From an optimization exercise on the open Yosys and OpenROAD flow, aimed at small area, a short achievable clock period and few clock cycles; shortcuts taken in it are not production practice.
In this exercise RTL edits were held to simulation tests only and were not proved equivalent to the original.
No activity file was given, so power comes from the tool's default toggle rates.

==> flow/design.v (excerpt) <==
module nbc_stream_enc (
    input  wire        clk,
    input  wire        rst,
    input  wire        cmd_valid,
    output wire        cmd_ready,
    input  wire [31:0] cmd_count,
    input  wire [1:0]  cmd_mode,
    input  wire [63:0] cmd_acc,
    input  wire        in_valid,
    output wire        in_ready,
    input  wire [63:0] in_data,
    output wire        out_valid,
    input  wire        out_ready,
    output wire [63:0] out_data,
    output wire [3:0]  out_nbytes,
    output wire        out_last
);
For scale: roughly 47000 um2 of cells after synthesis.
clock: 8.0 ns
lec_check: 0
abc_clock_period_in_ps: 3600
cap_margin: 5
core_margin: 2
core_utilization: 40
cts_cluster_diameter: 110
cts_cluster_size: 25
setup_slack_margin: 4.4
slew_margin: 5
tns_end_percent: 10
standard.sh (not shown) runs the stock make flow with config.mk's settings and CLKGATE_MAP_FILE= SYNTH_SCRIPT=/design/flow/synth_recipe.tcl, a recipe that flattens the netlist after the stock synthesis.
==> flow/flow/run.sh <==
#!/bin/bash
# The standard layout with two changes:
#  - synthesis runs the standard synthesis script (synth_recipe.tcl), except
#    that ABC maps the logic with flow/abc_speed_nosz.script: ORFS's speed
#    script without its final buffer/upsize/dnsize passes (the layout's timing
#    repair sizes what the timing needs). ABC does not touch registers, so
#    they are the standard synthesis's, with the same names and cells.
#  - the I/O ports are buffered with sky130_fd_sc_hd__buf_2 cells instead of
#    the delay buffers buffer_ports picks by default. Every port still gets
#    its own buffer.
# All tool output goes to standard_flow.log here and to ORFS's per-step logs
# under orfs/logs.
set -euo pipefail
W=$(pwd)
export BUFFER_PORTS_ARGS="-buffer_cell sky130_fd_sc_hd__buf_2"
{
  echo "proc abc {args} { set i [lsearch -exact \$args -script]; if {\$i >= 0} { lset args [expr {\$i + 1}] $W/flow/abc_speed_nosz.script }; yosys abc {*}\$args }"
  cat synth_recipe.tcl
} > my_synth.tcl
sed "s#SYNTH_SCRIPT=[^ ]*#SYNTH_SCRIPT=$W/my_synth.tcl#" standard.sh > my_standard.sh
grep -q "SYNTH_SCRIPT=$W/my_synth.tcl" my_standard.sh
bash my_standard.sh > standard_flow.log 2>&1
==> flow/flow/abc_speed_nosz.script <==
&get -n
&st
&dch
&nf
&st
&syn2
&if -g -K 6
&synch2
&nf
&st
&syn2
&if -g -K 6
&synch2
&nf
&st
&syn2
&if -g -K 6
&synch2
&nf
&st
&syn2
&if -g -K 6
&synch2
&nf
&st
&syn2
&if -g -K 6
&synch2
&nf
&put
topo
stime -c
The baseline passed the timing, design-rule and antenna checks.
Testbench counts at the start, summed over its fixed seeds: cycles 15,253.
Change:
==> flow/flow/run.sh (replaced) <==
#!/bin/bash
# The standard layout, except that the I/O ports are buffered with
# sky130_fd_sc_hd__buf_2 cells instead of the delay buffers that buffer_ports
# picks by default. Every port still gets its own buffer.
set -euo pipefail
export BUFFER_PORTS_ARGS="-buffer_cell sky130_fd_sc_hd__buf_2"
bash standard.sh > standard_flow.log 2>&1
--- a/flow/config.mk
+++ b/flow/config.mk
@@ -13,0 +14 @@
+export GPL_ROUTABILITY_DRIVEN = 0
removed: flow/flow/abc_speed_nosz.script
Effect: The new run produced a clean layout; first-iteration DRC count climbs by about a fifth; register-to-register slack gets worse by 0.10 ns; final cell count drops slightly; hold slack gets worse by 0.012 ns; count of clock-buffer cells in the layout drops by 11; utilization drops by 1.1 points; cell area drops slightly; routed wire length climbs slightly; fmax drops slightly.
Change:
--- a/flow/config.mk
+++ b/flow/config.mk
@@ -14 +13,0 @@
-export GPL_ROUTABILITY_DRIVEN = 0
The changed run passed the timing, design-rule and antenna checks.
Core utilization fell by 0.15 points.
Die area does not change.
Via count fell by 0.63%.
Sequential share of layout area rose by 0.18 points.
Change:
--- a/flow/config.mk
+++ b/flow/config.mk
@@ -9 +9 @@
-export CAP_MARGIN = 5
+export CAP_MARGIN = 20
@@ -12,2 +11,0 @@
-export CTS_CLUSTER_DIAMETER = 110
-export CTS_CLUSTER_SIZE = 25
@@ -15,2 +13 @@
-export SLEW_MARGIN = 5
-export TNS_END_PERCENT = 10
+export SLEW_MARGIN = 20
=> Utilization came out higher by 1.9 points. Total power came out higher by 14%. Worst hold slack gets worse by 0.017 ns. Global-route usage came out higher by 0.59 points. Maximum frequency came out lower by 1.2%. Worst setup slack gets worse by 0.045 ns. Wire length came out higher by 3.0%.

* * *

Starting RTL as in the previous note.
## nbc_stream_enc
module nbc_stream_enc (
    input  wire        clk,
    input  wire        rst,
    input  wire        cmd_valid,
    output wire        cmd_ready,
    input  wire [31:0] cmd_count,
    input  wire [1:0]  cmd_mode,
    input  wire [63:0] cmd_acc,
    input  wire        in_valid,
    output wire        in_ready,
    input  wire [63:0] in_data,
    output wire        out_valid,
    input  wire        out_ready,
    output wire [63:0] out_data,
    output wire [3:0]  out_nbytes,
    output wire        out_last
);
    localparam MODE_DELTA = 2'd1;
    localparam MODE_XOR   = 2'd2;
    integer j, i;
    reg        active;       
    reg [31:0] rem;          
    reg [2:0]  gpos;         
    reg        i_v, i_c, i_x, i_e, i_l;
    reg [2:0]  i_pos;
    reg [63:0] i_d;
    reg [1:0]  mode;
    reg [63:0] acc;          
    reg        i_sub;        
    reg        i_xor;        
    reg        gopen;        
    reg [15:0] nz_acc;       
    reg [6:0]  m_acc;
    reg        pend_full;
    reg [15:0] pend_nz;      
    reg [4:0]  pend_n;       
    reg [7:0]  pend_m;
    reg        pend_last;    
    reg [63:0] sd [0:8];
    reg [8:0]  tv, tc, tf, tz;
    reg        noop;         
    reg [135:0] nbuf;        
    reg [5:0]   cnt;         
    reg         fin;         
    reg [3:0]   lnb;         
    reg [4:0]   blk_n;       
    reg [6:0]   bm;          
    reg         blk_last;    
    assign out_valid  = cnt[5] | cnt[4] | fin;
    assign out_last   = fin & (cnt == 6'd16);
    assign out_data   = nbuf[63:0];
  ...
Settings: LEC_CHECK=0, ABC_CLOCK_PERIOD_IN_PS=3600, CAP_MARGIN=20, CORE_MARGIN=2, CORE_UTILIZATION=40, CTS_CLUSTER_DIAMETER=110, CTS_CLUSTER_SIZE=25, SETUP_SLACK_MARGIN=4.4, SLEW_MARGIN=20, TNS_END_PERCENT=10; clock period 8.0 ns.
==> flow/flow/run.sh <==
#!/bin/bash
# The standard layout, except that the I/O ports are buffered with
# sky130_fd_sc_hd__buf_2 cells instead of the delay buffers that buffer_ports
# picks by default. Every port still gets its own buffer.
set -euo pipefail
export BUFFER_PORTS_ARGS="-buffer_cell sky130_fd_sc_hd__buf_2"
bash standard.sh > standard_flow.log 2>&1
Testbench counts at the start, summed over its fixed seeds: cycles 15,253.
Then changed:
==> flow/flow/run.sh (replaced) <==
#!/bin/bash
# The standard layout with two changes:
#  - synthesis runs the standard synthesis script (synth_recipe.tcl), except
#    that ABC maps the logic with its default script instead of ORFS's speed
#    script (no gate up-sizing or buffering during synthesis; the layout's
#    timing repair sizes what the timing needs). Registers are not touched by
#    ABC, so they are the standard synthesis's, with the same names and cells.
#  - the I/O ports are buffered with sky130_fd_sc_hd__buf_2 cells instead of
#    the delay buffers buffer_ports picks by default. Every port still gets
#    its own buffer.
# All tool output goes to standard_flow.log here and to ORFS's per-step logs
# under orfs/logs.
set -euo pipefail
W=$(pwd)
export BUFFER_PORTS_ARGS="-buffer_cell sky130_fd_sc_hd__buf_2"
{
  echo 'proc abc {args} { set i [lsearch -exact $args -script]; if {$i >= 0} { set args [lreplace $args $i [expr {$i + 1}]] }; yosys abc {*}$args }'
  cat synth_recipe.tcl
} > my_synth.tcl
sed "s#SYNTH_SCRIPT=[^ ]*#SYNTH_SCRIPT=$W/my_synth.tcl#" standard.sh > my_standard.sh
grep -q "SYNTH_SCRIPT=$W/my_synth.tcl" my_standard.sh
bash my_standard.sh > standard_flow.log 2>&1
--- a/flow/config.mk
+++ b/flow/config.mk
@@ -8,3 +8,3 @@
 export ABC_CLOCK_PERIOD_IN_PS = 3600
-export CAP_MARGIN = 20
+export CAP_MARGIN = 5
 export CORE_MARGIN = 2
@@ -13,4 +13,4 @@
 export CTS_CLUSTER_SIZE = 25
-export SETUP_SLACK_MARGIN = 4.4
-export SLEW_MARGIN = 20
+export SETUP_SLACK_MARGIN = 4.6
+export SLEW_MARGIN = 5
 export TNS_END_PERCENT = 10
Outcome: Total power rose by about 5%; worst setup slack gets worse by 2100 ps; cell count fell by 4.2%.
Then changed:
==> flow/run.sh (new file) <==
#!/bin/bash
# synth_recipe.tcl (not shown) runs the flow's synth.tcl, then flattens the netlist and writes it again
# the make line also repeats each setting of config.mk as NAME=value (left out here)
make -C /OpenROAD-flow-scripts/flow DESIGN_CONFIG=/design/flow/config.mk WORK_HOME=/design/flow/orfs CLKGATE_MAP_FILE= SYNTH_SCRIPT=/design/flow/synth_recipe.tcl finish
==> flow/config.mk (replaced) <==
export PLATFORM = sky130hd
export DESIGN_NAME = nbc_stream_enc
export DESIGN_NICKNAME = nbc_stream_enc
export VERILOG_FILES = /design/flow/design.v
export SDC_FILE = /design/flow/constraint.sdc
export NUM_CORES = 4
export LEC_CHECK = 0
export ABC_CLOCK_PERIOD_IN_PS = 4000
export CAP_MARGIN = 20
export CORE_MARGIN = 2
export CORE_UTILIZATION = 40
export SETUP_SLACK_MARGIN = 4.1
export SLEW_MARGIN = 20
removed: flow/flow/run.sh
removed: flow/standard.sh
=>
- die area went up by 5.0%
- cell count went up by 5.6%
- maximum frequency rises by 50%
- power increases by 8.6%

* * *

fjord:
nbc_stream_enc again, from the RTL that the note above started with.
Settings: LEC_CHECK=0, ABC_CLOCK_PERIOD_IN_PS=3600, CAP_MARGIN=20, CORE_MARGIN=2, CORE_UTILIZATION=55, PLACE_DENSITY=0.7, SETUP_SLACK_MARGIN=4.4, SLEW_MARGIN=20, TNS_END_PERCENT=10; clock period 8.0 ns.
==> flow/flow/run.sh <==
#!/bin/bash
# The standard layout, except that the I/O ports are buffered with
# sky130_fd_sc_hd__buf_2 cells instead of the delay buffers that buffer_ports
# picks by default. Every port still gets its own buffer.
set -euo pipefail
export BUFFER_PORTS_ARGS="-buffer_cell sky130_fd_sc_hd__buf_2"
bash standard.sh > standard_flow.log 2>&1
Testbench counts of fjord, summed over its fixed seeds: cycles 15,253.
Setup changes, fjord to sierra
- swapping 55 for 40 in CORE_UTILIZATION
- clearing PLACE_DENSITY, which used to be 0.7
[summary]
sierra vs. fjord: pin count of the biggest net entering global routing climbed 80%, cell area after synthesis barely changed, post-synthesis to final-layout area growth climbed 1.6 points, effective utilization at floorplan dropped 15 points.
Inputs modified between sierra and quartz:
- CTS_CLUSTER_DIAMETER: unset -> 110
- CTS_CLUSTER_SIZE: unset -> 25
- SLEW_MARGIN: 20 -> 5
- CAP_MARGIN: 20 -> 5
==> flow/flow/run.sh <==
#!/bin/bash
# The standard layout with two changes:
#  - synthesis runs the standard synthesis script (synth_recipe.tcl), except
#    that ABC maps the logic with its default script instead of ORFS's speed
#    script (no gate up-sizing or buffering during synthesis; the layout's
#    timing repair sizes what the timing needs). Registers are not touched by
#    ABC, so they are the standard synthesis's, with the same names and cells.
#  - the I/O ports are buffered with sky130_fd_sc_hd__buf_2 cells instead of
#    the delay buffers buffer_ports picks by default. Every port still gets
#    its own buffer.
# All tool output goes to standard_flow.log here and to ORFS's per-step logs
# under orfs/logs.
set -euo pipefail
W=$(pwd)
export BUFFER_PORTS_ARGS="-buffer_cell sky130_fd_sc_hd__buf_2"
{
  echo 'proc abc {args} { set i [lsearch -exact $args -script]; if {$i >= 0} { set args [lreplace $args $i [expr {$i + 1}]] }; yosys abc {*}$args }'
  cat synth_recipe.tcl
} > my_synth.tcl
sed "s#SYNTH_SCRIPT=[^ ]*#SYNTH_SCRIPT=$W/my_synth.tcl#" standard.sh > my_standard.sh
grep -q "SYNTH_SCRIPT=$W/my_synth.tcl" my_standard.sh
bash my_standard.sh > standard_flow.log 2>&1
Notes after the runs:
- quartz finished end to end and its layout was clean on timing, DRC and antenna.
- Adder-cell share of the synthesized area: sierra vs quartz, no meaningful difference
- The via count reported for quartz is lower than the one for sierra.
- XOR/XNOR share of the synthesized area: quartz vs sierra down 0.43 points
- For count of mapped cells out of synthesis, dividing the value from quartz by the value from sierra gives 0.941.
- Fill cell total of the finished layout | quartz below sierra
- Taking sierra as the reference, in quartz number of core rows has decreased, clock-pin slew of the registers on the worst-case setup and hold paths has increased, global-route met1 utilization has decreased, height of the die has decreased.
- Routed length on met2 sits lower in quartz than in sierra.
- Remaining max-slew budget at the tightest pin: quartz vs sierra down 0.37 points
- Type of the worst setup path = reg2reg: quartz; type of the worst setup path = in2out: sierra
Setup changes, quartz to tundra
- changing CAP_MARGIN from 5 to 20
- changing SLEW_MARGIN from 5 to 20
- changing CTS_CLUSTER_SIZE from 25 to 30
- changing CTS_CLUSTER_DIAMETER from 110 to 90
==> flow/flow/run.sh <==
#!/bin/bash
# The standard layout, except that the I/O ports are buffered with
# sky130_fd_sc_hd__buf_2 cells instead of the delay buffers that buffer_ports
# picks by default. Every port still gets its own buffer.
set -euo pipefail
export BUFFER_PORTS_ARGS="-buffer_cell sky130_fd_sc_hd__buf_2"
bash standard.sh > standard_flow.log 2>&1
[summary]
The core of tundra is less densely filled than that of quartz.
tundra vs. quartz: fraction of synthesized cell area in xor and xnor cells went up by 0.43 points; leakage power summed over all cells went up by about 6.5%; total of clock buffers placed in the layout went down by 11%; minimum clock period went down by 2.11 ns.
Taking quartz as the reference, in tundra first-iteration detailed-routing DRC count went up; number of unique standard cell types used by synthesis went up; sequential element share of the synthesized area went down.
Adder and majority cell fraction of the synthesized area: quartz vs tundra, no meaningful difference
Going from quartz to tundra, total power shrank by a few percent.
Edits applied to the flow inputs when going from tundra to raven:
- a change of CTS_CLUSTER_SIZE from 30 to 25
- a change of TNS_END_PERCENT from 10 to 5
- a change of SETUP_SLACK_MARGIN from 4.4 to 4.5
- a change of CTS_CLUSTER_DIAMETER from 90 to 110
### Flow results
- The clock share of power reported for raven is smaller than that of tundra by 1.9 points.
- Relative to tundra, final clock period utilization by the worst path has decreased by 0.31 points in raven.
- tundra -> raven: total length of routed wires increased slightly
- On power after layout, tundra loses to raven.
- Run comparison: tundra cell with the largest stage delay on the worst path sky130_fd_sc_hd__buf_4; raven cell with the largest stage delay on the worst path sky130_fd_sc_hd__edfxtp_1
- Looking at tundra and raven, the number of filler cells placed in the layout is a wash.
- When raven is set beside tundra, its time the worst path needs with I/O delays and setup turns out to be 0.025 ns smaller.
- Global routing usage summed across all routing layers: raven vs tundra, no meaningful difference
- For area of all placed cells without fillers, tundra and raven come out practically identical.
[inputs] willow vs raven
- CTS_CLUSTER_DIAMETER no longer set, was 110
- CTS_CLUSTER_SIZE no longer set, was 25
- SETUP_SLACK_MARGIN now 4.8, was 4.5
- ABC_CLOCK_PERIOD_IN_PS now 3300, was 3600
- TNS_END_PERCENT no longer set, was 5
==> flow/run.sh (new file) <==
#!/bin/bash
# synth_recipe.tcl (not shown) runs the flow's synth.tcl, then flattens the netlist and writes it again
# the make line also repeats each setting of config.mk as NAME=value (left out here)
make -C /OpenROAD-flow-scripts/flow DESIGN_CONFIG=/design/flow/config.mk WORK_HOME=/design/flow/orfs CLKGATE_MAP_FILE= SYNTH_SCRIPT=/design/flow/synth_recipe.tcl finish
removed: flow/flow/run.sh
removed: flow/standard.sh
--- outcome ---
willow ran to completion and came out clean on the timing, design-rule and antenna checks. raven | status: complete | timing, DRC, antenna: pass. raven reports its slowest cell on the critical path as sky130_fd_sc_hd__edfxtp_1 while willow reports sky130_fd_sc_hd__or4_4. The flip-flop and latch count on raven is in line with that on willow. Relative to raven, the via count measured on willow has increased by a few percent. willow against raven: half-perimeter wire length after detailed placement essentially unchanged, final area increased 5400 µm². Against raven, number of non-filler instances in the completed layout in willow rose by a few percent.

## port drivers added, routing unchanged
The results above use ideal ports. As a check the final layouts listed here were re-extracted and re-timed, cells and wires unchanged. Step 1 (the two cells are an assumption about what drives the block):
set clk [get_ports {clk}]
set_driving_cell -lib_cell sky130_fd_sc_hd__clkbuf_16 $clk
set_driving_cell -lib_cell sky130_fd_sc_hd__buf_2 [delete_from_list [all_inputs] $clk]
Step 2 times the ports against the registers' clock, not the clock port: input delays grow and output delays shrink by t, the midpoint of the rising clock arrivals with the driver on. Slacks: ideal ports / drivers / drivers and shift; pairs: ideal ports / drivers.
| run | t (ns) | slack for setup (ns) | worst hold slack (ns) | worst setup path after step 2 | cell pins on the clock port's net |
|---|---|---|---|---|---|
| the first run of note 1 | 0.719 | 4.181 / 4.156 / 3.668 | 0.420 / 0.420 / 0.420 | input to register | 1 |
| the second run of note 1 | 0.728 | 4.127 / 4.015 / 3.696 | 0.408 / 0.408 / 0.408 | input to register | 1 |
| the third run of note 1 | 0.710 | 4.282 / 4.184 / 3.614 | 0.422 / 0.422 / 0.422 | input to register | 1 |
| the fourth run of note 1 | 0.745 | 4.237 / 4.237 / 3.725 | 0.404 / 0.404 / 0.404 | input to register | 1 |
| the first run of note 2 | 0.711 | 4.273 / 4.189 / 3.606 | 0.418 / 0.418 / 0.418 | input to register | 1 |
| the second run of note 2 | 0.720 | 2.168 / 2.168 / 2.168 | 0.378 / 0.378 / 0.378 | register to register | 1 |
| the third run of note 2 | 0.746 | 4.100 / 4.088 / 3.572 | 0.408 / 0.408 / 0.408 | input to register | 1 |
| fjord | 0.726 | 4.177 / 4.144 / 3.677 | 0.392 / 0.392 / 0.392 | input to register | 1 |
| sierra | 0.756 | 4.297 / 4.184 / 3.586 | 0.379 / 0.379 / 0.379 | input to register | 1 |
| quartz | 0.718 | 2.141 / 2.141 / 2.141 | 0.380 / 0.380 / 0.380 | register to register | 1 |
| tundra | 0.721 | 4.252 / 4.185 / 3.494 | 0.409 / 0.409 / 0.409 | input to register | 1 |
| raven | 0.710 | 4.276 / 4.185 / 3.617 | 0.421 / 0.421 / 0.421 | input to register | 1 |
| willow | 0.752 | 4.258 / 4.237 / 4.146 | 0.385 / 0.385 / 0.385 | input to register | 1 |
After both steps setup and hold are still met in every run listed. For tundra, which loses most, drivers alone change the setup slack by -0.067 ns; drivers and shift together by -0.758 ns.
